From an optimization exercise on the open Yosys and OpenROAD flow, aimed at small area, a short achievable clock period and few clock cycles per item; shortcuts taken in it are not production practice. At most, simulation tests tie the RTL to the original design; equivalence was not proved. Only the layout flow was run in runs 3 and 4; the RTL was not checked for function there.

File: flow/config.mk
export PLATFORM = sky130hd
export DESIGN_NAME = bd_quant
export DESIGN_NICKNAME = bd_quant
export VERILOG_FILES = /design/flow/design.v
export SDC_FILE = /design/flow/constraint.sdc
export NUM_CORES = 8
export LEC_CHECK = 0
export ABC_AREA = 1
export CAP_MARGIN = 20
export CORE_MARGIN = 2
export CORE_UTILIZATION = 66
export CTS_BUF_LIST = sky130_fd_sc_hd__clkbuf_16
export CTS_CLUSTER_DIAMETER = 60
export CTS_CLUSTER_SIZE = 24
export PLACE_DENSITY = 0.72
export SLEW_MARGIN = 20
export SYNTH_MEMORY_MAX_BITS = 16384
File: flow/constraint.sdc
create_clock -name core_clock -period 70.0 [get_ports {clk}]
set_input_delay 14.0000 -clock core_clock [delete_from_list [all_inputs] [get_ports {clk}]]
set_output_delay 14.0000 -clock core_clock [all_outputs]
set_load 0.01 [all_outputs]
File: flow/design.v
module bq_csa #(parameter N = 8) (
    input  wire [N-1:0] a, b, c,
    output wire [N-1:0] s, co       
);
    assign s  = a ^ b ^ c;
    assign co = (a & b) | (a & c) | (b & c);
endmodule
module bq_rca #(parameter N = 8) (
    input  wire [N-1:0] a, b,
    input  wire         ci,
    output wire [N-1:0] s
);
    wire [N:0] c;
    assign c[0] = ci;
    genvar i;
    generate
        for (i = 0; i < N; i = i + 1) begin : g
            assign s[i]   = a[i] ^ b[i] ^ c[i];
            assign c[i+1] = (a[i] & b[i]) | (a[i] & c[i]) | (b[i] & c[i]);
        end
    endgenerate
endmodule
module bq_add3 #(parameter N = 8) (
    input  wire [N-1:0] a, b, c,
    output wire [N-1:0] s
);
    wire [N-1:0] ps, pc;
    bq_csa #(N) u_c (.a(a), .b(b), .c(c), .s(ps), .co(pc));
    bq_rca #(N) u_r (.a(ps), .b({pc[N-2:0], 1'b0}), .ci(1'b0), .s(s));
endmodule
module bq_div3 (
    input  wire [15:0] u,
    output wire [14:0] q,
    output wire [1:0]  r
);
    function [1:0] m3;
        input [1:0] a, b;
        begin
            case ({a, b})
                4'b0000: m3 = 2'd0; 4'b0001: m3 = 2'd1; 4'b0010: m3 = 2'd2;
                4'b0100: m3 = 2'd1; 4'b0101: m3 = 2'd2; 4'b0110: m3 = 2'd0;
                4'b1000: m3 = 2'd2; 4'b1001: m3 = 2'd0; 4'b1010: m3 = 2'd1;
                default: m3 = 2'bxx;
            endcase
        end
    endfunction
    wire [1:0] s0 [0:15];
    wire [1:0] s1 [0:15];
    wire [1:0] s2 [0:15];
    wire [1:0] s3 [0:15];
    wire [1:0] s4 [0:15];
    genvar i;
    generate
        for (i = 0; i < 16; i = i + 1) begin : g
            assign s0[i] = u[i] ? ((i % 2) ? 2'd2 : 2'd1) : 2'd0;
            assign s1[i] = (i + 1 < 16) ? m3(s0[i], s0[(i + 1) % 16]) : s0[i];
            assign s2[i] = (i + 2 < 16) ? m3(s1[i], s1[(i + 2) % 16]) : s1[i];
            assign s3[i] = (i + 4 < 16) ? m3(s2[i], s2[(i + 4) % 16]) : s2[i];
            assign s4[i] = (i + 8 < 16) ? m3(s3[i], s3[(i + 8) % 16]) : s3[i];
        end
        for (i = 0; i < 15; i = i + 1) begin : gq
            wire [1:0] rr = ((i + 1) % 2) ? {s4[i+1][0], s4[i+1][1]} : s4[i+1];
            assign q[i] = rr[1] | (rr[0] & u[i]);
        end
    endgenerate
    assign r = s4[0];
endmodule
module bq_div48 (
    input  wire [18:0] ev,
    output wire [14:0] q,
    output wire [1:0]  r3
);
    wire [15:0] uj = {1'b1, ~ev[18], ev[17:4]};
    bq_div3 u_d3 (.u(uj), .q(q), .r(r3));
endmodule
module bq_div42 (
    input  wire [18:0] ev,
    output wire [13:0] q,
    output wire [4:0]  r21
);
    wire [17:0] eu = {~ev[18], ev[17:1]};
    wire [23:0] pr1 = {eu, 5'd0}, pr2 = {1'b0, eu, 4'd0}, pr3 = {6'd0, eu[17:1]},
                pr4 = {7'd0, eu[17:2]}, pr5 = {12'd0, eu[17:7]}, pr6 = {13'd0, eu[17:8]},
                pr7 = {17'd0, eu[17:12]}, pr8 = 24'h1e79ed;
    wire [23:0] sa1, ca1, sa2, ca2, sb1, cb1, sb2, cb2, sc1, cc1, sd1, cd1;
    bq_csa #(24) u_s1 (.a(pr1), .b(pr2), .c(pr3), .s(sa1), .co(ca1));
    bq_csa #(24) u_s2 (.a(pr4), .b(pr5), .c(pr6), .s(sa2), .co(ca2));
    bq_csa #(24) u_s3 (.a(sa1), .b({ca1[22:0], 1'b0}), .c(sa2), .s(sb1), .co(cb1));
    bq_csa #(24) u_s4 (.a({ca2[22:0], 1'b0}), .b(pr7), .c(pr8), .s(sb2), .co(cb2));
    bq_csa #(24) u_s5 (.a(sb1), .b({cb1[22:0], 1'b0}), .c(sb2), .s(sc1), .co(cc1));
    bq_csa #(24) u_s6 (.a(sc1), .b({cc1[22:0], 1'b0}), .c({cb2[22:0], 1'b0}), .s(sd1), .co(cd1));
    wire [23:0] ps = sd1 + {cd1[22:0], 1'b0};
    wire [8:0]  f9 = ps[9:1];
    wire [13:0] f21 = {f9, 4'd0} + {2'd0, f9, 2'd0} + {4'd0, f9};
    assign q   = ps[23:10];
    assign r21 = f21[13:9];
endmodule
module bd_quant (
    input  wire       clk,
    input  wire       rst,           
    input  wire       cmd_valid,
    output wire       cmd_ready,
    input  wire [3:0] cmd_alg,       
    input  wire [7:0] cmd_thresh,    
    input  wire [7:0] cmd_msize,     
    input  wire       cmd_inv,
    input  wire [7:0] cmd_width,     
    input  wire [7:0] cmd_height,    
    input  wire       pix_valid,
    output wire       pix_ready,
    input  wire [7:0] pix_r,
    input  wire [7:0] pix_g,
    input  wire [7:0] pix_b,
    output wire       out_valid,
    input  wire       out_ready,
    output wire       out_bit
);
    localparam RING = 240;
    reg        busy;
    reg        is_ed, is_bay;
    reg        k_fs, k_atk, k_jjn, k_stu, k_bur, k_sie, k_sl;
    reg [7:0]  thresh;
    reg [1:0]  nlog;
    reg        inv;
    reg [7:0]  wd, ht;           
    reg        crdy;             
    assign cmd_ready = crdy;
    wire accept = cmd_valid && !busy;
    wire k_b32 = k_bur || k_sie;
    reg        pr;               
    reg        s0v;
    reg [7:0]  s0r, s0g, s0b;
    reg [7:0]  xp, yp;           
    reg        all_in;
    reg        first;            
    reg [7:0]  hc;               
    assign pix_ready = pr;
    wire pix_fire = pix_valid && pr;
    reg [1:0]  fc;
    reg        ov;
    reg [2:0]  fb;
    assign out_valid = ov;
    assign out_bit   = fb[0];
    wire fne = (fc != 2'd0);     
    wire pop = fne && out_ready;
    reg        ve;
    wire       credit = ({1'b0, fc} + {2'b0, ve}) <= 3'd2;
    wire       slot   = !is_ed || first || (hc == xp);
    wire       take   = s0v && credit && slot;
    wire [7:0] xp1 = xp + 8'd1;
    wire [7:0] yp1 = yp + 8'd1;
    wire       x_last = (xp1 == wd);
    wire       y_last = (yp1 == ht);
    wire [7:0] xp_n = !take ? xp : (x_last ? 8'd0 : xp1);
    wire [7:0] yp_n = !take ? yp : (x_last ? yp1 : yp);
    wire [7:0] hc_n = (take && first) ? 8'd1 : (hc == RING - 1) ? 8'd0 : hc + 8'd1;
    wire       first_n = first && !take;
    wire       s0keep = s0v && !take;
    wire       s0v_n = pix_fire || s0keep;
    wire [2:0] fc_k  = {1'b0, fc} + {2'b0, ve};         
    wire [2:0] fc_n  = fc_k - {2'b0, pop};
    wire       slot_n = !is_ed || first_n || (hc_n == xp_n);
    wire       lastpos_n = (xp_n + 8'd1 == wd) && (yp_n + 8'd1 == ht);
    wire       all_in_n = all_in || (pix_fire && lastpos_n);
    wire       cr_np = (fc_k + {2'b0, take}) <= 3'd2;    
    wire       cr_p  = (fc_k + {2'b0, take}) <= 3'd3;    
    wire       a1n = !all_in && !lastpos_n && cr_np && slot_n;     
    wire       a1p = !all_in && !lastpos_n && cr_p  && slot_n;
    wire       a0n = !all_in && (!s0keep || (cr_np && slot_n));    
    wire       a0p = !all_in && (!s0keep || (cr_p  && slot_n));
    wire       pr_busy = pix_fire ? (pop ? a1p : a1n) : (pop ? a0p : a0n);
    wire       pr_n = busy ? pr_busy : cmd_valid;
    wire [12:0] t24;
    bq_rca #(13) u_t24 (.a({1'b0, thresh, 4'd0}), .b({2'b0, thresh, 3'd0}), .ci(1'b0), .s(t24));
    wire [17:0] k0;
    bq_rca #(18) u_k0 (.a({thresh, 10'd0}), .b(~{5'd0, t24}), .ci(1'b1), .s(k0));
    wire [18:0] k15;
    bq_rca #(19) u_k15 (.a({1'b0, k0}), .b({2'b0, k0[17:1]}), .ci(1'b0), .s(k15));
    reg signed [16:0] q1, q2;        
    reg        [5:0]  r1, r2;
    reg  [18:0] ra1 [0:RING-1];      
    reg  [17:0] ra2 [0:RING-1];      
    wire [16:0] qs = ve ? q1 : q2;
    wire [5:0]  rs = ve ? r1 : r2;
    wire        gb = is_ed && (xp >= 8'd2);
    reg  [19:0] rb1, rb2;
    reg  [2:0]  fbx;
    always @* begin
        rb1 = 20'd0;
        rb2 = 20'd0;
        fbx = 3'd0;
        if (k_atk)      rb1 = {{3{qs[16]}}, qs};                   
        else if (k_jjn) begin                                       
            rb1 = {{1{qs[16]}}, qs, 2'd0};
            rb2 = {{3{qs[16]}}, qs};
            fbx = f5_48(rs);
        end
        else if (k_stu) rb1 = {{1{qs[16]}}, qs, f4_42(rs)};         
        else if (k_b32) begin
            if (k_bur)  rb1 = {{1{qs[16]}}, qs, rs[4:3]};           
            else begin                                              
                rb1 = {{2{qs[16]}}, qs, 1'b0};
                rb2 = {{3{qs[16]}}, qs};
                fbx = {1'b0, f3_32(rs[4:0])};
            end
        end
        if (!gb) begin
            rb1 = 20'd0;
            rb2 = 20'd0;
            fbx = 3'd0;
        end
    end
    wire        gu = is_ed && (yp != 8'd0);
    wire [5:0]  m6;
    wire [7:0]  m6x3 = {2'b0, m6} + {1'b0, m6, 1'b0};
    wire [19:0] upv = is_bay ? {2'b0, m6, 12'd0} : gu ? {ra1[0][18], ra1[0]} : 20'd0;
    wire [19:0] rb1m = is_bay ? {10'd0, m6, 4'd0} : rb1;
    wire [19:0] rb2m = is_bay ? ~{7'd0, m6, 7'd0} : rb2;
    wire [4:0]  fbm = is_bay ? m6x3[7:3] + 5'd1 : {2'b0, fbx};
    wire [19:0] rr = {12'd0, s0r}, gg = {12'd0, s0g}, bb = {12'd0, s0b};
    wire [19:0] l1s, l1c, l2s, l2c, l3s, l3c, l4s, l4c, l5s, l5c;
    bq_csa #(20) u_l1 (.a(rr << 8), .b(rr << 5), .c(rr << 3), .s(l1s), .co(l1c));
    bq_csa #(20) u_l2 (.a(rr << 1), .b(rr),      .c(gg << 9), .s(l2s), .co(l2c));
    bq_csa #(20) u_l3 (.a(gg << 6), .b(gg << 3), .c(gg << 1), .s(l3s), .co(l3c));
    bq_csa #(20) u_l4 (.a(gg),      .b(bb << 6), .c(bb << 5), .s(l4s), .co(l4c));
    bq_csa #(20) u_l5 (.a(bb << 4), .b(bb << 1), .c(upv),     .s(l5s), .co(l5c));
    wire [19:0] m1s, m1c, m2s, m2c, m3s, m3c, m4s, m4c;
    bq_csa #(20) u_m1 (.a(l1s), .b(l1c << 1), .c(l2s), .s(m1s), .co(m1c));
    bq_csa #(20) u_m2 (.a(l2c << 1), .b(l3s), .c(l3c << 1), .s(m2s), .co(m2c));
    bq_csa #(20) u_m3 (.a(l4s), .b(l4c << 1), .c(l5s), .s(m3s), .co(m3c));
    bq_csa #(20) u_m4 (.a(l5c << 1), .b(rb1m), .c(rb2m), .s(m4s), .co(m4c));
    wire [19:0] n1s, n1c, n2s, n2c, n3s, n3c;
    bq_csa #(20) u_n1 (.a(m1s), .b(m1c << 1), .c(m2s), .s(n1s), .co(n1c));
    bq_csa #(20) u_n2 (.a(m2c << 1), .b(m3s), .c(m3c << 1), .s(n2s), .co(n2c));
    bq_csa #(20) u_n3 (.a(m4s), .b(m4c << 1), .c({15'd0, fbm}), .s(n3s), .co(n3c));
    wire [19:0] o1s, o1c, o2s, o2c;
    bq_csa #(20) u_o1 (.a(n1s), .b(n1c << 1), .c(n2s), .s(o1s), .co(o1c));
    bq_csa #(20) u_o2 (.a(n2c << 1), .b(n3s), .c(n3c << 1), .s(o2s), .co(o2c));
    wire [19:0] p1s, p1c;
    bq_csa #(20) u_p1 (.a(o1s), .b(o1c << 1), .c(o2s), .s(p1s), .co(p1c));
    wire [19:0] p2s, p2c;
    bq_csa #(20) u_p2 (.a(p1s), .b(p1c << 1), .c(o2c << 1), .s(p2s), .co(p2c));
    wire [19:0] cval;
    bq_rca #(20) u_cv (.a(p2s), .b(p2c << 1), .ci(1'b0), .s(cval));
    function [1:0] b2;
        input r, c;
        begin
            case ({r, c})
                2'b00: b2 = 2'd0;
                2'b01: b2 = 2'd2;
                2'b10: b2 = 2'd3;
                default: b2 = 2'd1;
            endcase
        end
    endfunction
    reg [5:0] m6r;
    always @* begin
        case (nlog)
            2'd1:    m6r = {b2(yp[0], xp[0]), 4'd0};
            2'd2:    m6r = {b2(yp[0], xp[0]), b2(yp[1], xp[1]), 2'd0};
            default: m6r = {b2(yp[0], xp[0]), b2(yp[1], xp[1]), b2(yp[2], xp[2])};
        endcase
    end
    assign m6 = m6r;
    reg [19:0] ce;
    reg        xg1e, xg2e, xg3e, xg4e, y0e, xle, lste;
    reg  [18:0] kx;      
    function [2:0] f7_16;   input [3:0] r; f7_16 = (r >= 14) ? 6 : (r >= 12) ? 5 : (r >= 10) ? 4 : (r >= 7) ? 3 : (r >= 5) ? 2 : (r >= 3) ? 1 : 0; endfunction
    function [2:0] f5_16;   input [3:0] r; f5_16 = (r >= 13) ? 4 : (r >= 10) ? 3 : (r >= 7) ? 2 : (r >= 4) ? 1 : 0; endfunction
    function [1:0] f3_16;   input [3:0] r; f3_16 = (r >= 11) ? 2 : (r >= 6) ? 1 : 0; endfunction
    function [2:0] f5_32;   input [4:0] r; f5_32 = (r >= 26) ? 4 : (r >= 20) ? 3 : (r >= 13) ? 2 : (r >= 7) ? 1 : 0; endfunction
    function [1:0] f3_32;   input [4:0] r; f3_32 = (r >= 22) ? 2 : (r >= 11) ? 1 : 0; endfunction
    function [2:0] f7_48;   input [5:0] r; f7_48 = (r >= 42) ? 6 : (r >= 35) ? 5 : (r >= 28) ? 4 : (r >= 21) ? 3 : (r >= 14) ? 2 : (r >= 7) ? 1 : 0; endfunction
    function [2:0] f5_48;   input [5:0] r; f5_48 = (r >= 39) ? 4 : (r >= 29) ? 3 : (r >= 20) ? 2 : (r >= 10) ? 1 : 0; endfunction
    function [2:0] f8_42;   input [5:0] r; f8_42 = (r >= 37) ? 7 : (r >= 32) ? 6 : (r >= 27) ? 5 : (r >= 21) ? 4 : (r >= 16) ? 3 : (r >= 11) ? 2 : (r >= 6) ? 1 : 0; endfunction
    function [1:0] f4_42;   input [5:0] r; f4_42 = (r >= 32) ? 3 : (r >= 21) ? 2 : (r >= 11) ? 1 : 0; endfunction
    reg [19:0] a1, a2;
    reg [2:0]  fa;
    always @* begin
        a1 = 20'd0;
        a2 = 20'd0;
        fa = 3'd0;
        if (is_ed && xg1e) begin
            if (k_fs || k_jjn) begin                                 
                a1 = {q1, 3'd0};
                a2 = ~{{3{q1[16]}}, q1};
                fa = (k_fs ? f7_16(r1[3:0]) : f7_48(r1)) + 3'd1;
            end
            else if (k_atk) a1 = {{3{q1[16]}}, q1};                  
            else if (k_stu) a1 = {q1[16], q1, f8_42(r1)};            
            else if (k_bur) a1 = {q1[16], q1, r1[4:2]};              
            else if (k_sie) begin                                    
                a1 = {{1{q1[16]}}, q1, 2'd0};
                a2 = {{3{q1[16]}}, q1};
                fa = f5_32(r1[4:0]);
            end
            else            a1 = {{2{q1[16]}}, q1, r1[1]};           
        end
    end
    wire [19:0] w1s, w1c, w2s, w2c;
    bq_csa #(20) u_w1 (.a(ce), .b(a1), .c(a2), .s(w1s), .co(w1c));
    bq_csa #(20) u_w2 (.a(w1s), .b({w1c[18:0], 1'b0}), .c({17'd0, fa}), .s(w2s), .co(w2c));
    wire signed [19:0] wv = w2s + {w2c[18:0], 1'b0};
    wire        dd = wv >= $signed({1'b0, kx});
    wire signed [18:0] ev = (dd && is_ed) ? wv - 20'sd255000 : wv;
    wire [14:0] qj;
    wire [1:0]  r3;
    wire [13:0] qsd;
    wire [4:0]  r21;
    bq_div48 u_d48 (.ev(ev), .q(qj), .r3(r3));
    bq_div42 u_d42 (.ev(ev), .q(qsd), .r21(r21));
    reg signed [16:0] qn;
    reg        [5:0]  rn;
    always @* begin
        if (k_fs)       begin qn = {{2{ev[18]}}, ev[18:4]};       rn = {2'b0, ev[3:0]}; end
        else if (k_atk) begin qn = {ev[18], ev[18:3]};            rn = {3'b0, ev[2:0]}; end
        else if (k_jjn) begin qn = {{3{~qj[14]}}, qj[13:0]};      rn = {r3, ev[3:0]}; end
        else if (k_stu) begin qn = {{4{~qsd[13]}}, qsd[12:0]};    rn = {r21, ev[0]}; end
        else if (k_b32) begin qn = {{3{ev[18]}}, ev[18:5]};       rn = {1'b0, ev[4:0]}; end
        else            begin qn = ev[18:2];                      rn = {4'b0, ev[1:0]}; end
    end
    wire dbit = dd ^ inv;
    reg        tav, tag1, tag2, tag3, tal;   
    reg        t1v, t1g4, t1g5, t1q2, t1l;   
    wire       t2v  = tav && tag1;   
    wire       t2g4 = tag2;
    wire       t2g5 = tag3;
    wire       ev_r = ve && xg2e;    
    wire       en2 = ev_r || t2v;
    wire       en3 = ev_r || t2v || t1v;
    wire       en4 = (ve && xg3e) || (t2v && t2g4) || (t1v && t1g4);
    wire       en5 = (ve && xg4e) || (t2v && t2g5) || (t1v && t1g5);
    wire        sq1 = t1v && !t1q2;
    wire [16:0] qw = sq1 ? q1 : q2;
    wire [5:0]  rw = sq1 ? r1 : r2;
    wire [17:0] qx = {qw[16], qw};
    wire        f2 = k_stu ? (rw >= 6'd21) : rw[4];
    wire [1:0]  f4 = k_stu ? f4_42(rw) : rw[4:3];
    wire [2:0]  f8 = k_stu ? f8_42(rw) : rw[4:2];
    wire [1:0]  f3 = k_fs ? f3_16(rw[3:0]) : k_jjn ? rw[5:4] : f3_32(rw[4:0]);
    wire [2:0]  f5 = k_fs ? f5_16(rw[3:0]) : k_jjn ? f5_48(rw) : f5_32(rw[4:0]);
    wire [2:0]  f7 = f7_48(rw);
    wire [17:0] mq1 = qx;
    wire [17:0] mq2 = {qx[16:0], f2};
    wire [17:0] mq4 = {qx[15:0], f4};
    wire [17:0] mq8 = {qx[14:0], f8};
    wire [17:0] mq3, mq5, mq7;
    bq_add3 #(18) u_mq3 (.a({qx[16:0], 1'b0}), .b(qx), .c({16'd0, f3}), .s(mq3));
    bq_add3 #(18) u_mq5 (.a({qx[15:0], 2'd0}), .b(qx), .c({15'd0, f5}), .s(mq5));
    bq_add3 #(18) u_mq7 (.a({qx[14:0], 3'd0}), .b(~qx), .c({15'd0, f7} + 18'd1), .s(mq7));
    wire [17:0] ta = ({18{k_jjn}} & mq3) | ({18{k_stu || k_b32}} & mq2);
    wire [17:0] te = ({18{k_jjn || k_stu}} & mq1);
    wire [17:0] tf = ({18{k_jjn}} & mq3) | ({18{k_stu || k_sie}} & mq2);
    wire [17:0] tb = ({18{en4 && k_fs}} & mq3) | ({18{en4 && (k_atk || k_sl)}} & mq1) | ({18{en4 && k_jjn}} & mq5) |
                     ({18{en4 && (k_stu || k_b32)}} & mq4);
    wire [17:0] tc = ({18{en3 && (k_fs || k_sie)}} & mq5) | ({18{en3 && (k_atk || k_sl)}} & mq1) | ({18{en3 && k_jjn}} & mq7) |
                     ({18{en3 && (k_stu || k_bur)}} & mq8);
    wire [17:0] td = ({18{en2 && (k_fs || k_atk)}} & mq1) | ({18{en2 && k_jjn}} & mq5) | ({18{en2 && (k_stu || k_b32)}} & mq4);
    wire [17:0] tg = ({18{en3 && k_atk}} & mq1) | ({18{en3 && k_jjn}} & mq5) | ({18{en3 && k_stu}} & mq4) | ({18{en3 && k_sie}} & mq3);
    wire [18:0] a2z = y0e ? 19'd0 : {ra2[1][17], ra2[1]};
    wire [18:0] n1_1, n1_2, n1_3, n1_4, n1_5;
    wire [17:0] n2_1, n2_2, n2_3, n2_4, n2_5;
    bq_rca #(19) u_n11 (.a(a2z),    .b({19{ev_r}} & {ta[17], ta}), .ci(1'b0), .s(n1_1));
    assign n2_1 = {18{ev_r}} & te;
    bq_rca #(19) u_n12 (.a(ra1[2]), .b({td[17], td}), .ci(1'b0), .s(n1_2));
    bq_rca #(18) u_n22 (.a(ra2[2]), .b({18{en2}} & tf), .ci(1'b0), .s(n2_2));
    bq_rca #(19) u_n13 (.a(ra1[3]), .b({tc[17], tc}), .ci(1'b0), .s(n1_3));
    bq_rca #(18) u_n23 (.a(ra2[3]), .b(tg), .ci(1'b0), .s(n2_3));
    bq_rca #(19) u_n14 (.a(ra1[4]), .b({tb[17], tb}), .ci(1'b0), .s(n1_4));
    bq_rca #(18) u_n24 (.a(ra2[4]), .b({18{en4}} & tf), .ci(1'b0), .s(n2_4));
    bq_rca #(19) u_n15 (.a(ra1[5]), .b({19{en5}} & {ta[17], ta}), .ci(1'b0), .s(n1_5));
    bq_rca #(18) u_n25 (.a(ra2[5]), .b({18{en5}} & te), .ci(1'b0), .s(n2_5));
    integer i;
    always @(posedge clk) begin
        for (i = 1; i < RING; i = i + 1) begin
            ra1[i] <= ra1[i-1];
            ra2[i] <= ra2[i-1];
        end
        ra1[0] <= ra1[RING-1];
        ra2[0] <= ra2[RING-1];
        if (ve) begin
            ra1[2] <= n1_1;
            ra2[2] <= n2_1;
        end
        ra1[3] <= n1_2;
        ra2[3] <= n2_2;
        ra1[4] <= n1_3;
        ra2[4] <= n2_3;
        ra1[5] <= n1_4;
        ra2[5] <= n2_4;
        ra1[6] <= n1_5;
        ra2[6] <= n2_5;
    end
    always @(posedge clk) begin
        if (!busy) begin
            is_ed  <= (cmd_alg == 4'd1) || (cmd_alg >= 4'd3 && cmd_alg <= 4'd8);
            is_bay <= (cmd_alg == 4'd2);
            k_fs   <= (cmd_alg == 4'd1);
            k_atk  <= (cmd_alg == 4'd3);
            k_jjn  <= (cmd_alg == 4'd4);
            k_stu  <= (cmd_alg == 4'd5);
            k_bur  <= (cmd_alg == 4'd6);
            k_sie  <= (cmd_alg == 4'd7);
            k_sl   <= (cmd_alg == 4'd8);
            thresh <= cmd_thresh;
            case (cmd_msize)
                8'd2:    nlog <= 2'd1;
                8'd8:    nlog <= 2'd3;
                default: nlog <= 2'd2;
            endcase
            inv    <= cmd_inv;
            wd     <= cmd_width;
            ht     <= cmd_height;
        end
        kx <= is_ed ? {1'b0, k0} : is_bay ? k15 : 19'd102001;
        if (!busy) begin
            xp     <= 8'd0;
            yp     <= 8'd0;
            all_in <= 1'b0;
            first  <= 1'b1;
        end else begin
            xp     <= xp_n;
            yp     <= yp_n;
            first  <= first_n;
            all_in <= all_in_n;
        end
        hc <= hc_n;
        if (rst) begin
            crdy <= 1'b1;
            busy <= 1'b0;
            pr   <= 1'b0;
            s0v  <= 1'b0;
            ve   <= 1'b0;
            tav  <= 1'b0;
            t1v  <= 1'b0;
            fc   <= 2'd0;
            ov   <= 1'b0;
        end else begin
            if (accept)
                busy <= 1'b1;
            else if (t1v && t1l)
                busy <= 1'b0;
            crdy <= (crdy && !cmd_valid) || (!crdy && t1v && t1l);
            pr  <= pr_n;
            s0v <= s0v_n;
            ve  <= take;
            tav <= ve && xle;
            t1v <= tav;
            fc  <= fc_n[1:0];
            ov  <= (fc_n != 3'd0);
        end
        if (pop) begin
            fb[0] <= fb[1];
            fb[1] <= fb[2];
        end
        if (ve) begin
            case (fc - {1'b0, pop})
                2'd0: fb[0] <= dbit;
                2'd1: fb[1] <= dbit;
                default: fb[2] <= dbit;
            endcase
        end
        if (!s0v || take) begin
            s0r <= pix_r;
            s0g <= pix_g;
            s0b <= pix_b;
        end
        ce   <= cval;
        xg1e <= (xp != 8'd0);
        xg2e <= (xp >= 8'd2);
        xg3e <= (xp >= 8'd3);
        xg4e <= (xp >= 8'd4);
        y0e  <= (yp == 8'd0);
        xle  <= x_last;
        lste <= x_last && y_last;
        tag1 <= xg1e;
        tag2 <= xg2e;
        tag3 <= xg3e;
        tal  <= lste;
        t1g4 <= tag1;
        t1g5 <= tag2;
        t1q2 <= ve;
        t1l  <= tal;
        if (ve) begin
            q2   <= q1;
            r2   <= r1;
            q1   <= qn;
            r1   <= rn;
        end
    end
endmodule
File: flow/flow/run.sh
#!/bin/bash
# Layout flow: the standard ORFS flow (standard.sh), with the standard
# synthesis unchanged and these extra ORFS settings for the layout:
#  - the port buffers are plain buffers (buf_4) instead of the default delay cell;
#  - timing repair aims at the period the design can reach (about 15.5 ns)
#    rather than at the 70 ns clock, so the loop and port paths get sized.
# Each step's full output goes to a log file of its own in this folder.
set -uo pipefail
bash standard.sh synth > synth.log 2>&1 || { tail -20 synth.log; exit 1; }
bash standard.sh \
    "BUFFER_PORTS_ARGS=-buffer_cell sky130_fd_sc_hd__buf_4" \
    SETUP_SLACK_MARGIN=54.5 \
    finish > layout.log 2>&1 || { tail -20 layout.log; exit 1; }
File: flow/standard.sh
#!/bin/bash
# synth_recipe.tcl (not shown) runs the flow's synth.tcl, then flattens the netlist and writes it again
# the make line also repeats each setting of config.mk as NAME=value (left out here)
make -C /OpenROAD-flow-scripts/flow DESIGN_CONFIG=/design/flow/config.mk WORK_HOME=/design/flow/orfs CLKGATE_MAP_FILE= SYNTH_SCRIPT=/design/flow/synth_recipe.tcl "${@:-finish}"
==> results of run 1 <==
-- kinds of logic after synthesis --
logic type / count (synthesis) / synth area share, %
buffers and inverters: 1073 / 1.94
other: 1 / 0.00177
adders and majority gates: 798 / 6.27
DFF: 9078 / 86.3
xor gates and xnor gates: 132 / 0.580
AOI/OAI and AO/OA: 744 / 2.16
and+or+nand+nor: 1352 / 2.75
-- worst max path at each step --
stage | to | cells past startpoint | slack, ns
after floorplan | ov | 7 | 54.82
after global placement | ov | 8 | 54.47
after detailed placement | ov | 8 | 54.53
==> impl_metrics.ini, run 1 <==
[logic_synthesis]
synth_common_cells = dfxtp_1 (8994), inv_1 (941), nand2_1 (724)
synth_area_um2 = 212000
syn_nets = 14000
synth_top_cell_by_area = dfxtp_1
netlist.area_leader.share_pct = 85.1
ys_ff_latch = 9078
syn_avg_cell_area_um2 = 16.1
netlist_top_cells_area = dfxtp_1 (85%), fa_1 (4.1%), ha_1 (2.1%)
synth_edf_count = 84
syn_inst = 13200
synth_most_common_cell = dfxtp_1
synth.distinct_cells = 75
synth_ff_type = dfxtp_1
synthArstFlopShare_pct = 0
ys_warn_count = 6
synth.yosys.seq_area_share_pct = 86.3

[clocking]
cts_made_buffers = 445
htree_num_levels = 5
cts_root_buffer = clkbuf_16
clockBufferDepth = 4
cts_sinks = 9078
cts_setup_buffers = 0
cts_hold_buf = 0
cts-resized-gates = 2

[status]
haltStage = 4_1_cts
firstError = [ERROR DPL-0033] detailed placement checks failed during check placement.
outcome = did not finish

[die]
ios = 70
rows = 207
die_w_um = 570
fp.dieH_um = 570
start_util_pct = 66.4

[place]
dp_cells = 17400
pre_cts_ws_ns = 54.53
hpwl_um = 299000
place_area_um2 = 218000
io_buffers = 69
place_congestion = 0.874
Testbench counts, summed over its fixed seeds: cycles 61,592, items 61,440.
==> run 2: changes to the inputs <==
--- a/flow/config.mk
+++ b/flow/config.mk
@@ -8,10 +8,9 @@
 export ABC_AREA = 1
 export CAP_MARGIN = 20
 export CORE_MARGIN = 2
-export CORE_UTILIZATION = 66
+export CORE_UTILIZATION = 60
 export CTS_BUF_LIST = sky130_fd_sc_hd__clkbuf_16
 export CTS_CLUSTER_DIAMETER = 60
 export CTS_CLUSTER_SIZE = 24
-export PLACE_DENSITY = 0.72
 export SLEW_MARGIN = 20
 export SYNTH_MEMORY_MAX_BITS = 16384
==> impl_metrics.ini, run 2 <==
[status]
outcome = finished clean

[place]
pre_cts_ws_ns = 54.48
place_congestion = 0.856
hpwl_um = 193000
io_buffers = 69
place_area_um2 = 218000
dp_cells = 17800

[logic_synthesis]
ys_warn_count = 6
synth_top_cell_by_area = dfxtp_1
synth_ff_type = dfxtp_1
synthArstFlopShare_pct = 0
synth_most_common_cell = dfxtp_1
synth_edf_count = 84
syn_inst = 13200
syn_nets = 14000
ys_ff_latch = 9078
netlist.area_leader.share_pct = 85.1
synth_area_um2 = 212000
synth.yosys.seq_area_share_pct = 86.3
synth_common_cells = dfxtp_1 (8994), inv_1 (941), nand2_1 (724)
netlist_top_cells_area = dfxtp_1 (85%), fa_1 (4.1%), ha_1 (2.1%)
synth.distinct_cells = 75
syn_avg_cell_area_um2 = 16.1

[clocking]
cts_root_buffer = clkbuf_16
clockBufferDepth = 4
insertion_delay_ns = 0.97
cts_tree = yes
htree_num_levels = 5
clk_pin_slew_worst_paths_ns = 0.09
cts_made_buffers = 448
cts_sinks = 9078
cts_hold_buf = 0

[hold_path]
hp-class = flop to flop

[cells_and_area]
largest_reg_flops = 4560
final_util_pct = 65.6
design_area_um2 = 231000
num-fill-cells = 23800
area_delta_synth_final_pct = 9.06
reg_top3 = ra1 (4560), ra2 (4320), ce (20)
multi_input_area_um2 = 25000
final_cell_mix = dfxtp_1 (8990), inv_1 (954), nand2_1 (722)
nets = 14500
fin_cells = 18400
drive_above_1_share_pct = 5.84
top_register = ra1
final_common_cell = dfxtp_1
seqCellArea_um2 = 183000

[detailed_routing]
num_vias = 83300
route.detailed.drc = 0
antenna_left = 0
routed_wl_um = 320000
drtIter0Drc = 4802
first_pass_iters = 6
wire_per_inst_um = 17.4
routed_via_density = 4.53

[sta]
holdWs_ns = 0.306
max_slew_margin_pct = 24.8
rsz0062_at_grt = false
drv_slew = 0
timing.final.hold_violations = 0
fin_skew_ns = 0.0764
setup_slack_ns = 54.61
fin_crit_sh_pct = 22.0
fmax_mhz = 65.0
fin_crit_ns = 15.39
setup_viol = 0
worstMarginPinSlew_ns = 1.10
fin_setup_tns_ns = 0

[die]
ios = 70
fp.dieH_um = 598
dieArea_um2 = 357000
rows = 218
die_w_um = 598
core_area_um2 = 352000
start_util_pct = 60.1

[setup_path]
critical_path_class = flop to primary output
cp.arrival_ns = 1.39
required_ns = 56.00
crit_fanout = 2
start_kind = flop
endpoint_kind = primary output
path_buf_inv = 1
critPathMaxStageDelay_ns = 0.33
path_cells = buf_6
critPathTopFamily = flip-flops
slowest_stage = dfxtp_2
reg2reg_slack_ns = 55.88

[run]
maxCapViolations = 0

[grt]
grt_max_degree = 58
first_global_vias = 88200
grt_overflow = 0
antenna_found_initial = 9
track_usage_pct = 18.1
grt_pass1_wl_um = 506000
==> run 2: area by class of cell <==
cell class / instances / area share (%)
repair buffers: 138 / 0.454
flip-flops and latches: 9078 / 79.1
multi-input cells: 3027 / 10.8
clock inverters: 97 / 0.625
clock buffers: 449 / 4.87
well taps: 4620 / 2.51
diodes: 7 / 0.00759
inverters: 969 / 1.58
==> run 2: repair_timing <==
action	4_1_cts	5_1_grt
cloned	0	0
setup endpoints to repair	3	3
gates resized for setup	6	2
setup buffers	0	0
==> run 2: path summary, 6_finish.rpt <==
check | cells after the start | startpoint | endpoint
setup / recovery | 1 | fb[0] | out_bit
hold / removal | 0 | ra1[116][15] | ra1[117][15]
setup reg to reg | 64 | is_ed | r1[4]
hold reg to reg | 0 | ra1[116][15] | ra1[117][15]
==> run 2: kinds of logic (layout without fill, tap and decap cells) <==
logic type	count (synthesis)	after routing	synth area share [%]
xor gates and xnor gates	132	132	0.580
adders and majority gates	798	798	6.27
DFF	9078	9078	86.3
buffers and inverters	1073	1653	1.94
and+or+nand+nor	1352	1352	2.75
other	1	8	0.00177
AOI/OAI and AO/OA	744	744	2.16
==> run 2: routing by layer <==
layer | up-vias | share of wire, % | global-route usage (%)
li1 | 41700 | - | -
met3 | 555 | 4.0 | 2.66
met1 | 39700 | 49 | 26.7
met2 | 1327 | 44 | 28.2
met4 | 0 | 2.7 | 5.08
met5 | - | 0 | 0
==> run 3: changes to the inputs <==
--- a/flow/design.v
+++ b/flow/design.v
@@ -44,26 +44,27 @@
             endcase
         end
     endfunction
-    wire [1:0] s0 [0:15];
-    wire [1:0] s1 [0:15];
-    wire [1:0] s2 [0:15];
-    wire [1:0] s3 [0:15];
-    wire [1:0] s4 [0:15];
-    genvar i;
+    wire [1:0] d  [0:7];     
+    wire [1:0] s1 [0:7];     
+    wire [1:0] s2 [0:7];     
+    wire [1:0] s3 [0:8];     
+    wire [1:0] ro [0:7];     
+    genvar k, i;
     generate
-        for (i = 0; i < 16; i = i + 1) begin : g
-            assign s0[i] = u[i] ? ((i % 2) ? 2'd2 : 2'd1) : 2'd0;
-            assign s1[i] = (i + 1 < 16) ? m3(s0[i], s0[(i + 1) % 16]) : s0[i];
-            assign s2[i] = (i + 2 < 16) ? m3(s1[i], s1[(i + 2) % 16]) : s1[i];
-            assign s3[i] = (i + 4 < 16) ? m3(s2[i], s2[(i + 4) % 16]) : s2[i];
-            assign s4[i] = (i + 8 < 16) ? m3(s3[i], s3[(i + 8) % 16]) : s3[i];
+        for (k = 0; k < 8; k = k + 1) begin : g
+            assign d[k]  = (u[2*k+1:2*k] == 2'd3) ? 2'd0 : u[2*k+1:2*k];
+            assign s1[k] = (k + 1 < 8) ? m3(d[k], d[(k + 1) % 8]) : d[k];
+            assign s2[k] = (k + 2 < 8) ? m3(s1[k], s1[(k + 2) % 8]) : s1[k];
+            assign s3[k] = (k + 4 < 8) ? m3(s2[k], s2[(k + 4) % 8]) : s2[k];
+            assign ro[k] = m3({s3[k+1][0], s3[k+1][1]}, {1'b0, u[2*k+1]});
         end
+        assign s3[8] = 2'd0;
         for (i = 0; i < 15; i = i + 1) begin : gq
-            wire [1:0] rr = ((i + 1) % 2) ? {s4[i+1][0], s4[i+1][1]} : s4[i+1];
+            wire [1:0] rr = ((i + 1) % 2) ? ro[i/2] : s3[(i+1)/2];
             assign q[i] = rr[1] | (rr[0] & u[i]);
         end
     endgenerate
-    assign r = s4[0];
+    assign r = s3[0];
 endmodule
 module bq_div48 (
     input  wire [18:0] ev,
@@ -217,12 +218,15 @@
     wire [19:0] rb1m = is_bay ? {10'd0, m6, 4'd0} : rb1;
     wire [19:0] rb2m = is_bay ? ~{7'd0, m6, 7'd0} : rb2;
     wire [4:0]  fbm = is_bay ? m6x3[7:3] + 5'd1 : {2'b0, fbx};
-    wire [19:0] rr = {12'd0, s0r}, gg = {12'd0, s0g}, bb = {12'd0, s0b};
+    wire [9:0]  lv, ls;
+    bq_rca #(10) u_lv (.a({2'b0, s0r}), .b({1'b0, s0g, 1'b0}), .ci(1'b0), .s(lv));
+    bq_rca #(10) u_ls (.a({2'b0, s0r}), .b({2'b0, s0g}), .ci(1'b0), .s(ls));
+    wire [19:0] vv = {10'd0, lv}, ss = {10'd0, ls}, bb = {12'd0, s0b};
     wire [19:0] l1s, l1c, l2s, l2c, l3s, l3c, l4s, l4c, l5s, l5c;
-    bq_csa #(20) u_l1 (.a(rr << 8), .b(rr << 5), .c(rr << 3), .s(l1s), .co(l1c));
-    bq_csa #(20) u_l2 (.a(rr << 1), .b(rr),      .c(gg << 9), .s(l2s), .co(l2c));
-    bq_csa #(20) u_l3 (.a(gg << 6), .b(gg << 3), .c(gg << 1), .s(l3s), .co(l3c));
-    bq_csa #(20) u_l4 (.a(gg),      .b(bb << 6), .c(bb << 5), .s(l4s), .co(l4c));
+    bq_csa #(20) u_l1 (.a(vv << 8), .b(vv << 5), .c(ss << 3), .s(l1s), .co(l1c));
+    bq_csa #(20) u_l2 (.a(ss << 1), .b(ss),      .c(20'd0),   .s(l2s), .co(l2c));
+    bq_csa #(20) u_l3 (.a(20'd0),   .b(20'd0),   .c(20'd0),   .s(l3s), .co(l3c));
+    bq_csa #(20) u_l4 (.a(20'd0),   .b(bb << 6), .c(bb << 5), .s(l4s), .co(l4c));
     bq_csa #(20) u_l5 (.a(bb << 4), .b(bb << 1), .c(upv),     .s(l5s), .co(l5c));
     wire [19:0] m1s, m1c, m2s, m2c, m3s, m3c, m4s, m4c;
     bq_csa #(20) u_m1 (.a(l1s), .b(l1c << 1), .c(l2s), .s(m1s), .co(m1c));
@@ -345,9 +349,11 @@
     wire [17:0] mq4 = {qx[15:0], f4};
     wire [17:0] mq8 = {qx[14:0], f8};
     wire [17:0] mq3, mq5, mq7;
-    bq_add3 #(18) u_mq3 (.a({qx[16:0], 1'b0}), .b(qx), .c({16'd0, f3}), .s(mq3));
+    wire [1:0]  f3p = f3 + 2'd1;
+    wire [2:0]  f7p = f7 + 3'd1;
+    bq_rca  #(18) u_mq3 (.a({qx[15:0], f3p}), .b(~qx), .ci(1'b0), .s(mq3));
     bq_add3 #(18) u_mq5 (.a({qx[15:0], 2'd0}), .b(qx), .c({15'd0, f5}), .s(mq5));
-    bq_add3 #(18) u_mq7 (.a({qx[14:0], 3'd0}), .b(~qx), .c({15'd0, f7} + 18'd1), .s(mq7));
+    bq_rca  #(18) u_mq7 (.a({qx[14:0], f7p}), .b(~qx), .ci(1'b0), .s(mq7));
     wire [17:0] ta = ({18{k_jjn}} & mq3) | ({18{k_stu || k_b32}} & mq2);
     wire [17:0] te = ({18{k_jjn || k_stu}} & mq1);
     wire [17:0] tf = ({18{k_jjn}} & mq3) | ({18{k_stu || k_sie}} & mq2);
==> flow/flow/run.sh (replaced) <==
#!/bin/bash
# Layout flow: the standard ORFS flow (standard.sh), with the standard
# synthesis unchanged and these extra ORFS settings for the layout:
#  - the port buffers are plain buffers (buf_4) instead of the default delay cell;
#  - timing repair aims at the period the design can reach (about 15.5 ns)
#    rather than at the 70 ns clock, so the loop and port paths get sized;
#  - clock tree: clusters of at most 30 sinks, no dummy loads, wide clock wires
# Each step's full output goes to a log file of its own in this folder.
set -uo pipefail
bash standard.sh synth > synth.log 2>&1 || { tail -20 synth.log; exit 1; }
bash standard.sh \
    "BUFFER_PORTS_ARGS=-buffer_cell sky130_fd_sc_hd__buf_4" \
    SETUP_SLACK_MARGIN=54.5 \
    "CTS_ARGS=-sink_clustering_enable -repair_clock_nets -sink_clustering_size 30 -sink_clustering_max_diameter 70 -buf_list sky130_fd_sc_hd__clkbuf_16 -dont_use_dummy_load -apply_ndr full" \
    finish > layout.log 2>&1 || { tail -20 layout.log; exit 1; }
==> impl_metrics.ini, run 3 <==
[grt]
grt_max_degree = 60
grt_pass1_wl_um = 521000
track_usage_pct = 19.3
grt_overflow = 0
antenna_found_initial = 17
first_global_vias = 87300

[detailed_routing]
routed_wl_um = 336000
drtIter0Drc = 4556
first_pass_iters = 6
antenna_left = 0
wire_per_inst_um = 18.7
num_vias = 81500
route.detailed.drc = 0
routed_via_density = 4.54

[clocking]
cts_root_buffer = clkbuf_16
clockBufferDepth = 4
htree_num_levels = 5
cts_tree = yes
cts_made_buffers = 366
insertion_delay_ns = 0.96
cts_sinks = 9078
cts_hold_buf = 0
cts-resized-gates = 0
clk_pin_slew_worst_paths_ns = 0.09
cts_setup_buffers = 0

[logic_synthesis]
syn_avg_cell_area_um2 = 16.2
syn_inst = 13000
synth_common_cells = dfxtp_1 (8994), inv_1 (921), nand2_1 (656)
synth_ff_type = dfxtp_1
ys_warn_count = 6
netlist_top_cells_area = dfxtp_1 (86%), fa_1 (4.0%), ha_1 (2.0%)
synth_most_common_cell = dfxtp_1
synthArstFlopShare_pct = 0
synth_area_um2 = 210000
syn_nets = 13800
ys_ff_latch = 9078
synth.yosys.seq_area_share_pct = 87.0
netlist.area_leader.share_pct = 85.8
synth_edf_count = 84
synth_top_cell_by_area = dfxtp_1
synth.distinct_cells = 70

[sta]
fin_setup_tns_ns = 0
timing.final.hold_violations = 0
worstMarginPinSlew_ns = 1.13
drv_slew = 0
holdWs_ns = 0.262
fmax_mhz = 65.1
fin_crit_ns = 15.36
fin_skew_ns = 0.142
fin_crit_sh_pct = 21.9
setup_viol = 0
rsz0062_at_grt = false
max_slew_margin_pct = 23.9

[setup_path]
path_cells = buf_4
crit_fanout = 3
slowest_stage = dfxtp_1
start_kind = flop
critical_path_class = flop to primary output
critPathMaxStageDelay_ns = 0.35
endpoint_kind = primary output
cp.arrival_ns = 1.36
required_ns = 56.00
critPathTopFamily = flip-flops
path_buf_inv = 1

[cells_and_area]
nets = 14200
num-fill-cells = 23400
top_register = ra1
area_delta_synth_final_pct = 7.41
largest_reg_flops = 4560
final_cell_mix = dfxtp_1 (8993), inv_1 (918), nand2_1 (654)
final_util_pct = 64.6
final_common_cell = dfxtp_1
seqCellArea_um2 = 183000
reg_top3 = ra1 (4560), ra2 (4320), ce (20)
multi_input_area_um2 = 23500
drive_above_1_share_pct = 4.45

[hold_path]
hp-class = flop to flop

[die]
fp.dieH_um = 596
ios = 70
start_util_pct = 60.2
core_area_um2 = 349000
rows = 217
die_w_um = 596
dieArea_um2 = 355000

[place]
hpwl_um = 206000
place_congestion = 0.839
io_buffers = 69

[status]
outcome = finished clean

[run]
maxCapViolations = 0
## run 3: cell count changes after synthesis, sizes merged, moves of 14 or more
| cell | change |
|---|---|
| nand2 | -96 |
| nand3 | -36 |
| ha | -32 |
| inv | -22 |
| fa | -20 |
| o21ai | -16 |
| a211oi | +15 |
| o22ai | -14 |
## run 3: worst register-to-register path: cells and delay by family (launching register included)
kind            cells  cell delay (ns)
xor+xnor            4             1.81
simple gates       23             2.62
compound gates      9             1.75
flops               1             0.37
fa+ha+maj          12             5.36
buf+inv            12             2.11
## run 3: path summary, 6_finish.rpt
| check | startpoint | to | slack, ns | cells past startpoint |
|---|---|---|---|---|
| max | crdy | cmd_ready | 54.64 | 1 |
| min | ra1[26][18] | ra1[27][18] | 0.26 | 0 |
| min reg2reg | ra1[26][18] | ra1[27][18] | 0.26 | 0 |
| max reg2reg | k_fs | r1[4] | 55.66 | 60 |
## run 3: cell families (layout without fill, tap and decap cells)
| family | after synthesis | count (layout) | synth area share [%] |
|---|---|---|---|
| buffers and inverters | 1051 | 1443 | 1.90 |
| AOI/OAI and AO/OA | 747 | 747 | 2.21 |
| xor gates and xnor gates | 137 | 137 | 0.589 |
| and+or+nand+nor | 1212 | 1212 | 2.41 |
| DFF | 9078 | 9078 | 87.0 |
| other | 0 | 2 | 0 |
| adders and majority gates | 746 | 746 | 5.93 |
## run 3: through the flow
stage          area, um^2  cells  worst slack (ns)
3_3_place_gp       216000  17600             54.36
4_1_cts            225000  18000             54.55
6_report           225000  18000             54.64
2_1_floorplan      210000  13000             54.82
5_1_grt            225000  18000             54.51
3_5_place_dp       216000  17600             54.42
## run 3: cell type report
cell class                      count  share of cell area [%]
Clock buffer                      366                    4.06
Timing Repair Buffer              131                   0.436
Multi-Input combinational cell   2842                    10.4
Sequential cell                  9078                    81.0
Tap cell                         4599                    2.55
Inverter                          946                    1.57
Antenna cell                        2                 0.00222
## run 3: per-layer routing
metal,GRT usage (%),vias up,part of all wire [%]
met4,4.82,0,1.8
met3,2.95,373,3.3
li1,-,40700,-
met2,31.7,998,47
met5,0,-,0
met1,27.2,39500,48
==> run 4: changes to the inputs <==
==> flow/flow/run.sh (replaced) <==
#!/bin/bash
# Layout flow: the standard ORFS flow (standard.sh), with the standard
# synthesis unchanged and these extra ORFS settings for the layout:
#  - the port buffers are plain buffers (buf_4) instead of the default delay cell;
#  - timing repair aims at the period the design can reach (about 15.5 ns)
#    rather than at the 70 ns clock, so the loop and port paths get sized;
#  - clock tree: clusters of at most 28 sinks, no dummy loads
# Each step's full output goes to a log file of its own in this folder.
set -uo pipefail
bash standard.sh synth > synth.log 2>&1 || { tail -20 synth.log; exit 1; }
bash standard.sh \
    "BUFFER_PORTS_ARGS=-buffer_cell sky130_fd_sc_hd__buf_4" \
    SETUP_SLACK_MARGIN=54.5 \
    "CTS_ARGS=-sink_clustering_enable -repair_clock_nets -sink_clustering_size 28 -sink_clustering_max_diameter 60 -buf_list sky130_fd_sc_hd__clkbuf_16 -dont_use_dummy_load" \
    finish > layout.log 2>&1 || { tail -20 layout.log; exit 1; }
==> impl_metrics.ini, run 4 <==
[hold_path]
hp-class = flop to flop

[sta]
fin_crit_ns = 15.35
setup_viol = 0
holdWs_ns = 0.198
rsz0062_at_grt = false
max_slew_margin_pct = 34.7
worstMarginPinSlew_ns = 0.970
timing.final.hold_violations = 0
fmax_mhz = 65.1
drv_slew = 0
fin_skew_ns = 0.155
fin_crit_sh_pct = 21.9
fin_setup_tns_ns = 0

[die]
rows = 217
ios = 70
start_util_pct = 60.2
dieArea_um2 = 355000
die_w_um = 596
core_area_um2 = 349000
fp.dieH_um = 596

[detailed_routing]
first_pass_iters = 6
routed_wl_um = 342000
wl_met2_um = 163000
top_layer_used = met4
antenna_left = 0
drtIter0Drc = 4291
wl_met3_um = 11700
num_vias = 82100
wire_per_inst_um = 19.0
routed_via_density = 4.56
m1WireLength_um = 161000
route.detailed.drc = 0

[cells_and_area]
largest_reg_flops = 4560
drive_above_1_share_pct = 4.79
top_register = ra1
nets = 14200
final_common_cell = dfxtp_1
final_cell_mix = dfxtp_1 (8993), inv_1 (918), nand2_1 (654)
area_delta_synth_final_pct = 7.98
num-fill-cells = 23100
reg_top3 = ra1 (4560), ra2 (4320), ce (20)

[grt]
track_usage_pct = 19.5
grt_pass1_wl_um = 532000
antenna_found_initial = 15
grt_overflow = 0
first_global_vias = 88600
grt_max_degree = 60

[logic_synthesis]
synth_edf_count = 84
syn_inst = 13000
synth_area_um2 = 210000
synth.distinct_cells = 70
ys_warn_count = 6
syn_nets = 13800
synthArstFlopShare_pct = 0
ys_ff_latch = 9078
synth.yosys.seq_area_share_pct = 87.0
netlist_top_cells_area = dfxtp_1 (86%), fa_1 (4.0%), ha_1 (2.0%)
synth_common_cells = dfxtp_1 (8994), inv_1 (921), nand2_1 (656)
synth_ff_type = dfxtp_1
synth_top_cell_by_area = dfxtp_1
netlist.area_leader.share_pct = 85.8
syn_avg_cell_area_um2 = 16.2
synth_most_common_cell = dfxtp_1

[setup_path]
start_kind = flop
rr_startpoint = k_fs
path_cells = buf_4
endpoint_kind = primary output
cp.arrival_ns = 1.35
worstReg2RegEnd = r1[4]
slowest_stage = dfxtp_1
critPathMaxStageDelay_ns = 0.33
critical_path_class = flop to primary output
reg2reg_slack_ns = 55.65
required_ns = 56.00
cp.depth = 1
critPathTopFamily = flip-flops
crit_start = pr
endpoint = pix_ready
path_buf_inv = 1
ff2ff_path_depth = 60
crit_fanout = 2

[run]
maxCapViolations = 0

[clocking]
htree_num_levels = 5
cts_setup_buffers = 0
cts_tree = yes
cts_sinks = 9078
insertion_delay_ns = 0.97
cts_made_buffers = 413
cts_hold_buf = 0
clockBufferDepth = 4
clk_pin_slew_worst_paths_ns = 0.10
cts_root_buffer = clkbuf_16

[status]
outcome = finished clean

[place]
io_buffers = 69
hpwl_um = 206000
place_congestion = 0.839
==> run 4: cell counts after synthesis <==
Identical to the previous run, type by type.
==> run 4: metal layers <==
layer	vias up	track usage, %
met5	-	0
met4	0	3.69
met3	383	2.55
met2	1110	32.7
met1	39800	27.5
li1	40800	-
==> run 4: area by class of cell <==
cell class	count	area [um^2]	share of cell area, %
sequential	9078	183000	80.5
timing repair buffer	131	983	0.434
clock buffer	413	10300	4.56
inverter	946	3550	1.57
multi-input combinational	2842	23500	10.4
antenna	4	10.0	0.00442
tap	4599	5750	2.54
==> run 4: logic make-up (layout without fill, tap and decap cells) <==
logic type | after synthesis | count (layout) | share of synthesized area [%]
AO/OA/AOI/OAI | 747 | 747 | 2.21
AND/OR/NAND/NOR | 1212 | 1212 | 2.41
buffers and inverters | 1051 | 1490 | 1.90
adder cells (fa/ha/maj) | 746 | 746 | 5.93
other | 0 | 4 | 0
XOR/XNOR | 137 | 137 | 0.589
flip-flops | 9078 | 9078 | 87.0
==> run 4: worst min path at each step <==
| stage | startpoint | to | cells after the start |
|---|---|---|---|
| finish | ra2[148][17] | ra2[149][17] | 0 |
| global placement | ra1[55][9] | ra1[56][9] | 0 |
| detailed placement | ra1[125][13] | ra1[126][13] | 0 |
| global route | ra2[148][17] | ra2[149][17] | 0 |
| CTS | ra2[148][17] | ra2[149][17] | 0 |
| floorplan | ra1[239][0] | ra1[0][0] | 0 |
==> run 4: through the flow <==
step           cell area [um^2]  std cells  setup slack, ns  util (%)
6_report                 227000      18000            54.65      65.0
5_1_grt                  227000      18000            54.53      65.0
4_1_cts                  227000      18000            54.54      65.0
3_5_place_dp             216000      17600            54.42      62.0
3_3_place_gp             216000      17600            54.36      62.0
2_1_floorplan            210000      13000            54.82         -
==> run 4: timing repair <==
item                                    in CTS  in global routing
endpoints found under the setup margin       0                  1
endpoints found under the hold margin        0                  0
resized for setup                            0                  2
==> run 5: changes to the inputs <==
--- a/flow/design.v
+++ b/flow/design.v
@@ -324,8 +324,8 @@
         else            begin qn = ev[18:2];                      rn = {4'b0, ev[1:0]}; end
     end
     wire dbit = dd ^ inv;
-    reg        tav, tag1, tag2, tag3, tal;   
-    reg        t1v, t1g4, t1g5, t1q2, t1l;   
+    reg        tav, tag1, tag2, tag3;    
+    reg        t1v, t1g4, t1g5, t1q2;    
     wire       t2v  = tav && tag1;   
     wire       t2g4 = tag2;
     wire       t2g5 = tag3;
@@ -444,9 +444,9 @@
         end else begin
             if (accept)
                 busy <= 1'b1;
-            else if (t1v && t1l)
+            else if (ve && lste)
                 busy <= 1'b0;
-            crdy <= (crdy && !cmd_valid) || (!crdy && t1v && t1l);
+            crdy <= (crdy && !cmd_valid) || (!crdy && ve && lste);
             pr  <= pr_n;
             s0v <= s0v_n;
             ve  <= take;
@@ -482,11 +482,9 @@
         tag1 <= xg1e;
         tag2 <= xg2e;
         tag3 <= xg3e;
-        tal  <= lste;
         t1g4 <= tag1;
         t1g5 <= tag2;
         t1q2 <= ve;
-        t1l  <= tal;
         if (ve) begin
             q2   <= q1;
             r2   <= r1;
==> flow/flow/run.sh (replaced) <==
#!/bin/bash
# Layout flow: the standard ORFS flow (standard.sh), with the standard
# synthesis unchanged and these extra ORFS settings for the layout:
#  - the port buffers are plain buffers (buf_4) instead of the default delay cell;
#  - timing repair aims at the period the design can reach (about 15.5 ns)
#    rather than at the 70 ns clock, so the loop and port paths get sized;
#  - clock tree: clusters of at most 20 sinks with clkbuf_8, no dummy loads, wide clock wires
# Each step's full output goes to a log file of its own in this folder.
set -uo pipefail
bash standard.sh synth > synth.log 2>&1 || { tail -20 synth.log; exit 1; }
bash standard.sh \
    "BUFFER_PORTS_ARGS=-buffer_cell sky130_fd_sc_hd__buf_4" \
    SETUP_SLACK_MARGIN=54.5 \
    "CTS_ARGS=-sink_clustering_enable -repair_clock_nets -sink_clustering_size 20 -sink_clustering_max_diameter 60 -buf_list sky130_fd_sc_hd__clkbuf_8 -dont_use_dummy_load -apply_ndr full" \
    finish > layout.log 2>&1 || { tail -20 layout.log; exit 1; }
==> impl_metrics.ini, run 5 <==
[detailed_routing]
antenna_left = 0
first_pass_iters = 6
route.detailed.drc = 0
wire_per_inst_um = 17.6
routed_via_density = 4.51
num_vias = 81800
routed_wl_um = 320000
drtIter0Drc = 4398

[place]
dp_cells = 17600
io_buffers = 69
hpwl_um = 208000
place_congestion = 0.848

[clocking]
cts_sinks = 9076
clockBufferDepth = 4
clk_pin_slew_worst_paths_ns = 0.10
htree_num_levels = 6
insertion_delay_ns = 1.15
cts_made_buffers = 552
cts_tree = yes
cts_root_buffer = clkbuf_8

[logic_synthesis]
synth.distinct_cells = 64
synth_most_common_cell = dfxtp_1
yosys.area_share.simple_pct = 2.39
syn_inst = 13000
synth_adder_area_share_pct = 5.94
synth_compound_area_share_pct = 2.17
syn_avg_cell_area_um2 = 16.2
synth_top_family_by_area = adder cells
synth_area_um2 = 210000
netlist_top_cells_area = dfxtp_1 (86%), fa_1 (4.0%), ha_1 (2.0%)
syn_nets = 13800
synth.yosys.seq_area_share_pct = 87.0
synthArstFlopShare_pct = 0
synth_edf_count = 84
synth_ff_type = dfxtp_1
synth.mux.area_fraction_pct = 0.00477
synthXorXnorAreaFrac_pct = 0.567
synth_top_cell_by_area = dfxtp_1
ys_ff_latch = 9076
synth_common_cells = dfxtp_1 (8992), inv_1 (939), nand2_1 (646)
netlist.area_leader.share_pct = 85.8
ys_warn_count = 6

[grt]
grt_overflow = 0
track_usage_pct = 18.6
grt_pass1_wl_um = 499000
grt_max_degree = 55
first_global_vias = 86400
antenna_found_initial = 16

[hold_path]
min-delay-start = ra1[91][11]
hold_path_depth = 0
hp-class = flop to flop
holdPathEnd = ra1[92][11]

[sta]
fin_crit_sh_pct = 22.2
fmax_mhz = 64.4
setup_viol = 0
fin_setup_tns_ns = 0
drv_slew = 0
fin_skew_ns = 0.137
max_slew_margin_pct = 25.4
rsz0062_at_grt = true
timing.final.hold_violations = 0
fin_crit_ns = 15.53
worstMarginPinSlew_ns = 1.11

[die]
die_w_um = 595
fp.dieH_um = 595
rows = 217
start_util_pct = 60.2
ios = 70
dieArea_um2 = 354000
core_area_um2 = 349000

[run]
maxCapViolations = 0

[cells_and_area]
top_register = ra1
final_cell_mix = dfxtp_1 (8987), inv_1 (936), nand2_1 (644)
reg_top3 = ra1 (4560), ra2 (4320), ce (20)
nets = 14400
final_common_cell = dfxtp_1
num-fill-cells = 23900
seqCellArea_um2 = 183000
drive_above_1_share_pct = 5.76
multi_input_area_um2 = 23300
fin_cells = 18100
largest_reg_flops = 4560
area_delta_synth_final_pct = 6.69

[setup_path]
crit_fanout = 2
start_kind = flop
reg2reg_slack_ns = 56.01
path_buf_inv = 1
critical_path_class = flop to primary output
worstReg2RegEnd = r1[4]
ff2ff_path_depth = 66
endpoint_kind = primary output
rr_startpoint = k_jjn
critPathMaxStageDelay_ns = 0.34
slowest_stage = dfxtp_2
critPathTopFamily = flip-flops
required_ns = 56.00
cp.arrival_ns = 1.53
path_cells = buf_6

[status]
outcome = finished clean
run 5: cell count changes after synthesis, moves of 5 or more:
cell | before | now
inv_1 | 921 | 939
nand2_1 | 656 | 646
nor3_1 | 50 | 56
o21ai_1 | 41 | 33
o21ai_2 | 7 | 2
o22ai_1 | 72 | 81
run 5: cell families (layout without fill, tap and decap cells):
logic type | Yosys count | after routing
multiplexers | 1 | 1
buffers and inverters | 1069 | 1649
AND/OR/NAND/NOR | 1204 | 1204
AO/OA/AOI/OAI | 732 | 732
other | 0 | 3
XOR/XNOR | 134 | 134
flip-flops | 9076 | 9076
adder cells (fa/ha/maj) | 746 | 746
run 5: cell type report:
type / count / share of cell area [%]
Sequential cell: 9076 / 81.5
Multi-Input combinational cell: 2817 / 10.4
Clock buffer: 552 / 3.39
Tap cell: 4599 / 2.57
Inverter: 961 / 1.61
Timing Repair Buffer: 136 / 0.463
Antenna cell: 3 / 0.00335
run 5: repair_timing:
| item | CTS | global route |
|---|---|---|
| gates resized for setup | 8 | 0 |
| setup buffers | 1 | 0 |
| hold buffers | 0 | 0 |
| endpoints found under the setup margin | 4 | 4 |
| gates cloned | 0 | 0 |
run 5: layer usage:
layer  track usage (%)  up-vias  routed length (um)
met5                 0        -                  19
met4              6.79        4                8640
met3              3.80      545               13000
met2              28.6     1276              143000
met1              26.1    39000              155000
li1                  -    40900                   -
run 5: how the worst max path moves through the flow:
stage               from         to  cells after the start
4_1_cts               pr  pix_ready                      1
5_1_grt             crdy  cmd_ready                      1
3_3_place_gp   pix_valid         pr                     12
3_5_place_dp   pix_valid         pr                     12
6_report              pr  pix_ready                      1
2_1_floorplan  pix_valid         pr                     11
run 5: through the flow:
stage | cell area [um^2] | util (%) | setup WS [ns] | hold slack, ns
after floorplan | 210000 | - | 54.90 | 0.310
after global placement | 216000 | 62.0 | 54.48 | 0.310
after detailed placement | 216000 | 62.0 | 54.58 | 0.312
after CTS | 224000 | 64.2 | 54.28 | 0.248
after global routing | 224000 | 64.2 | 54.35 | 0.240
final | 224000 | 64.2 | 54.47 | 0.244
Testbench counts of run 5, summed over its fixed seeds: cycles 61,544, items 61,440.

## separate check: timing with driven ports
How much do the figures lean on ideal ports? The routed layouts below were timed once more, with nothing changed but the port constraints. Step 1 assumes that a clkbuf_16 drives the clock port and a buf_2 every other input. Step 2, shift: input delay + t, output delay - t, t = (earliest + latest rising clock arrival at the registers) / 2. This alone moves slack from input paths to output paths. a / b / c = ideal / step 1 / step 2; a / b = the first two.
run	t (ns)	slack for setup (ns)	hold WS [ns]
run 2	1.042	54.608 / 54.503 / 54.509	0.306 / 0.306 / 0.306
run 3	0.996	54.644 / 54.535 / 54.394	0.262 / 0.262 / 0.262
run 4	1.004	54.646 / 54.537 / 54.389	0.198 / 0.198 / 0.198
run 5	1.185	54.465 / 54.366 / 54.541	0.244 / 0.244 / 0.244
After both steps setup and hold are still met in every run listed. The setup slack of run 4, which loses most, moves by -0.109 ns with the drivers and by -0.257 ns with both steps.
